From an optimization exercise on the open Yosys and OpenROAD flow, aimed at small area, a short achievable clock period and few clock cycles per item; shortcuts taken in it are not production practice. In this exercise RTL edits were held to simulation tests only and were not proved equivalent to the original. Power figures rest on the tool's default switching activity, not on a simulated workload.

JK:
Design dither_stream, start of the top module:
module dither_stream (
    input  wire        clk,
    input  wire        rst,
    input  wire        start,
    input  wire        mode,
    input  wire [6:0]  width,
    input  wire [15:0] height,
    output reg         busy,
    input  wire        in_valid,
    output wire        in_ready,
    input  wire [7:0]  in_r,
    input  wire [7:0]  in_g,
    input  wire [7:0]  in_b,
    input  wire [7:0]  in_a,
    output reg         out_valid,
    input  wire        out_ready,
    output wire [7:0]  out_r,
    output wire [7:0]  out_g,
    output wire [7:0]  out_b,
    output wire [7:0]  out_a
);
Size in the first run: about 3500 cells after synthesis, ~950 flip-flops, about 47000 sq um of cells after synthesis.
==> flow/config.mk <==
export PLATFORM = sky130hd
export DESIGN_NAME = dither_stream
export DESIGN_NICKNAME = dither_stream
export VERILOG_FILES = /design/flow/design.v
export SDC_FILE = /design/flow/constraint.sdc
export NUM_CORES = 4
export LEC_CHECK = 0
export CAP_MARGIN = 20
export CORE_MARGIN = 2
export CORE_UTILIZATION = 50
export CTS_CLUSTER_DIAMETER = 60
export CTS_CLUSTER_SIZE = 20
export SLEW_MARGIN = 20
==> flow/constraint.sdc <==
create_clock -name core_clock -period 32.0 [get_ports {clk}]
set_input_delay 6.4000 -clock core_clock [delete_from_list [all_inputs] [get_ports {clk}]]
set_output_delay 6.4000 -clock core_clock [all_outputs]
set_load 0.01 [all_outputs]
standard.sh (not shown) runs the stock make flow with config.mk's settings and CLKGATE_MAP_FILE= SYNTH_SCRIPT=/design/flow/synth_recipe.tcl, a recipe that flattens the netlist after the stock synthesis.
==> flow/flow/run.sh <==
#!/bin/bash
# Layout flow: the standard synthesis and ORFS flow, with
#  - the timing repair steps (floorplan, CTS, global route) aiming for a
#    setup slack of MARGIN ns instead of 0, so that they size and buffer
#    the critical paths for a shorter period than the design's (the
#    constraints themselves are unchanged);
#  - the port buffers made of buf_2 cells instead of the delay buffers
#    buffer_ports picks by default (every port still gets its buffer).
set -euo pipefail
W=$(pwd)
MARGIN=$(cat "$W/flow/margin.txt")
bash standard.sh synth > "$W/synth.log" 2>&1
make -C "$FLOW_HOME" DESIGN_CONFIG="$W/config.mk" WORK_HOME="$W/orfs" CLKGATE_MAP_FILE= \
    SYNTH_SCRIPT="$W/synth_recipe.tcl" SETUP_SLACK_MARGIN="$MARGIN" \
    BUFFER_PORTS_ARGS="-buffer_cell sky130_fd_sc_hd__buf_2" finish > "$W/layout.log" 2>&1
bash standard.sh finish > "$W/final_def.log" 2>&1
==> flow/flow/margin.txt <==
23
Testbench counts of JK, summed over its fixed seeds: cycles 32,928, pixels 32,768.
Relative to JK, the following input files were edited for MS:
--- a/flow/design.v
+++ b/flow/design.v
@@ -57,15 +57,16 @@
     assign in_ready = in_ready_r;
     wire take  = in_valid && in_ready_r;
     wire pop   = out_valid && out_ready;
     wire start_ok = !busy && start;
     reg [6:0]  px;
     reg [15:0] rows;        
     reg [1:0]  rsat;        
-    wire px_last  = (px == wm1);
+    reg  pl1, pl2, plast;   
+    wire px_last  = plast;
     wire row_last = (rows == 16'd1);
     wire is_last   = px_last && row_last;
     wire is_penult = w_is1 ? (rows == 16'd2) : ((px == wm2) && row_last);
     wire take_last = ir_v ? is_penult : is_last;
     wire na1      = na[0] && !na[1];
     wire last_pop = pop && in_done && na1;
     wire busy_n   = start_ok || (busy && !last_pop);
@@ -94,24 +95,33 @@
                 na <= {na[3:0], 1'b1};
             else if (na_dn)
                 na <= {1'b0, na[4:1]};
         end
     end
     always @(posedge clk) begin
         if (!busy) begin
-            px   <= 7'd0;
-            rows <= height;
-            rsat <= 2'd0;
+            px    <= 7'd0;
+            rows  <= height;
+            rsat  <= 2'd0;
+            pl1   <= 1'b0;
+            pl2   <= 1'b0;
+            plast <= (width == 7'd1);
         end else if (ir_v) begin
             if (px_last) begin
-                px   <= 7'd0;
-                rows <= rows - 16'd1;
+                px    <= 7'd0;
+                rows  <= rows - 16'd1;
                 if (!rsat[1]) rsat <= rsat + 2'd1;
+                pl1   <= 1'b0;
+                pl2   <= 1'b0;
+                plast <= w_is1;
             end else begin
-                px <= px + 7'd1;
+                px    <= px + 7'd1;
+                pl1   <= 1'b1;
+                pl2   <= pl1;
+                plast <= (px == wm2);
             end
         end
     end
     reg [7:0] ir_r, ir_g, ir_b;
     always @(posedge clk) begin
         ir_r <= in_r;
         ir_g <= in_g;
@@ -188,16 +198,16 @@
             r2a <= r1a;
             r3a <= r2a[5:0];
             r4a <= r3a;
         end
     end
     wire has_up  = (rsat != 2'd0);
     wire has_up2 = rsat[1];
-    wire has_l1  = (px != 7'd0);
-    wire has_l2  = (px[6:1] != 6'd0);
+    wire has_l1  = pl1;
+    wire has_l2  = pl2;
     wire has_r1  = !px_last;
     wire [7:0] c_upr = w_is4 ? h3  : (w_is3 ? h2 : r0a);
     wire [7:0] c_up  = w_is4 ? r0a : (w_is3 ? h3 : (w_is2 ? h2 : r1a));
     wire [7:0] c_upl = w_is4 ? r1a : (w_is3 ? r0a : (w_is2 ? h3 : r2a));
     wire [5:0] c_up2 = w_is4 ? r0b  : (w_is3 ? r2a[5:0] : (w_is2 ? r0a[5:0]
                      : (w_is1 ? h2[5:0] : r1b)));
     wire m_upl = has_up && has_l1;
Notes after the runs:
MS finished all stages; the layout is clean.
JK went all the way through the flow, and no timing, DRC or antenna check failed.
In the flow results for JK and MS, the number of signal-net buffers in the layout is smaller on JK.
Compared to JK, MS was floorplanned on a bigger die.
Final wirelength (MS vs. JK) increases slightly
Share of the cycle needed by the critical path after routing: MS vs JK — no meaningful difference
Delta (MS minus JK): number of non-clock inverters higher, worst setup margin higher, horizontal die dimension roughly the same.
Testbench counts of MS, summed over its fixed seeds: cycles 32,928, pixels 32,768.


RTL: one of the versions met above, not the one the previous note started from.
Size in the first run: roughly 3500 cells after synthesis, about 950 flip-flops, about 96 I/O pins, ~47000 um2 of cells after synthesis.
==> flow/config.mk <==
export PLATFORM = sky130hd
export DESIGN_NAME = dither_stream
export DESIGN_NICKNAME = dither_stream
export VERILOG_FILES = /design/flow/design.v
export SDC_FILE = /design/flow/constraint.sdc
export NUM_CORES = 4
export LEC_CHECK = 0
export CAP_MARGIN = 20
export CORE_MARGIN = 2
export CORE_UTILIZATION = 50
export SLEW_MARGIN = 20
==> flow/constraint.sdc <==
create_clock -name core_clock -period 32.0 [get_ports {clk}]
set_input_delay 6.4000 -clock core_clock [delete_from_list [all_inputs] [get_ports {clk}]]
set_output_delay 6.4000 -clock core_clock [all_outputs]
set_load 0.01 [all_outputs]
Scripts as last shown in full above: flow/flow/run.sh, flow/flow/margin.txt
The baseline finished with timing, DRC and antenna clean.
Testbench counts at the start, summed over its fixed seeds: cycles 32,928, pixels 32,768.
Next try:
--- a/flow/design.v
+++ b/flow/design.v
@@ -53,24 +53,23 @@
     reg        r1_v;        
     reg        r2_v;        
     reg [4:0]  na;          
     reg [4:0]  nq;          
     assign in_ready = in_ready_r;
     wire take  = in_valid && in_ready_r;
     wire pop   = out_valid && out_ready;
     wire start_ok = !busy && start;
     reg [6:0]  px;
     reg [15:0] rows;        
     reg [1:0]  rsat;        
-    reg  pl1, pl2, plast;   
-    wire px_last  = plast;
+    wire px_last  = (px == wm1);
     wire row_last = (rows == 16'd1);
     wire is_last   = px_last && row_last;
     wire is_penult = w_is1 ? (rows == 16'd2) : ((px == wm2) && row_last);
     wire take_last = ir_v ? is_penult : is_last;
     wire na1      = na[0] && !na[1];
     wire last_pop = pop && in_done && na1;
     wire busy_n   = start_ok || (busy && !last_pop);
     wire done_n   = !start_ok && (in_done || (take && take_last));
     wire full_n   = !pop && (na[4] || (na[3] && take));
     wire throttle = slow && (take || ir_v);
     wire na_up    = take && !pop;
@@ -91,41 +90,32 @@
             ir_v       <= take;
             r1_v       <= ir_v;
             r2_v       <= r1_v;
             if (na_up)
                 na <= {na[3:0], 1'b1};
             else if (na_dn)
                 na <= {1'b0, na[4:1]};
         end
     end
     always @(posedge clk) begin
         if (!busy) begin
-            px    <= 7'd0;
-            rows  <= height;
-            rsat  <= 2'd0;
-            pl1   <= 1'b0;
-            pl2   <= 1'b0;
-            plast <= (width == 7'd1);
+            px   <= 7'd0;
+            rows <= height;
+            rsat <= 2'd0;
         end else if (ir_v) begin
             if (px_last) begin
-                px    <= 7'd0;
-                rows  <= rows - 16'd1;
+                px   <= 7'd0;
+                rows <= rows - 16'd1;
                 if (!rsat[1]) rsat <= rsat + 2'd1;
-                pl1   <= 1'b0;
-                pl2   <= 1'b0;
-                plast <= w_is1;
             end else begin
-                px    <= px + 7'd1;
-                pl1   <= 1'b1;
-                pl2   <= pl1;
-                plast <= (px == wm2);
+                px <= px + 7'd1;
             end
         end
     end
     reg [7:0] ir_r, ir_g, ir_b;
     always @(posedge clk) begin
         ir_r <= in_r;
         ir_g <= in_g;
         ir_b <= in_b;
     end
     reg       hq;
     reg [8:0] hg;
@@ -194,24 +184,24 @@
             r0a <= lo_a;
             r0b <= lo_b6;
             r1a <= r0a;
             r1b <= r0b;
             r2a <= r1a;
             r3a <= r2a[5:0];
             r4a <= r3a;
         end
     end
     wire has_up  = (rsat != 2'd0);
     wire has_up2 = rsat[1];
-    wire has_l1  = pl1;
-    wire has_l2  = pl2;
+    wire has_l1  = (px != 7'd0);
+    wire has_l2  = (px[6:1] != 6'd0);
     wire has_r1  = !px_last;
     wire [7:0] c_upr = w_is4 ? h3  : (w_is3 ? h2 : r0a);
     wire [7:0] c_up  = w_is4 ? r0a : (w_is3 ? h3 : (w_is2 ? h2 : r1a));
     wire [7:0] c_upl = w_is4 ? r1a : (w_is3 ? r0a : (w_is2 ? h3 : r2a));
     wire [5:0] c_up2 = w_is4 ? r0b  : (w_is3 ? r2a[5:0] : (w_is2 ? r0a[5:0]
                      : (w_is1 ? h2[5:0] : r1b)));
     wire m_upl = has_up && has_l1;
     wire m_up  = has_up && !w_is1;
     wire m_upr = has_up && has_r1 && w_ge3;
     function signed [8:0] val;
         input       fs;
Effect: Routed wire length is lower by 1.4%; clock-buffer cell count is higher by 3; utilization hardly moves; total power is lower by 10%; worst setup slack improves by 0.0061 ns; via count is lower by 1.1%; final cell count is lower by 1.0%; first-iteration DRC count is higher by 5.2%.
Testbench counts after the change, summed over its fixed seeds: cycles 32,928, pixels 32,768.

## port drivers added, routing unchanged
Ports are ideal in the flow. The routed layouts listed here were re-timed in OpenROAD. Step 1 sets driving cells, clkbuf_16 on the clock port and buf_2 on the other inputs (assumed; they add their load-dependent delay and slew). Step 2 moves the port delays by t, midway between the first and last clock arrival at a register: inputs arrive t later, outputs are due t later. That takes back most of the time a late clock gives input paths. Slacks: no drivers / after step 1 / after step 2; pairs: no drivers / after step 1.
run | t (ns) | slack for setup (ns) | hold WS [ns]
JK | 0.717 | 23.522 / 23.522 / 23.070 | 0.331 / 0.331 / 0.331
MS | 0.700 | 23.534 / 23.534 / 23.340 | 0.329 / 0.329 / 0.329
the first run of note 2 | 0.730 | 23.472 / 23.472 / 23.299 | 0.328 / 0.328 / 0.328
the second run of note 2 | 0.730 | 23.478 / 23.478 / 23.080 | 0.332 / 0.332 / 0.332
After both steps setup and hold are still met in every run listed. For JK, which loses most, drivers alone change the setup slack by 0.000 ns; drivers and shift together by -0.452 ns.
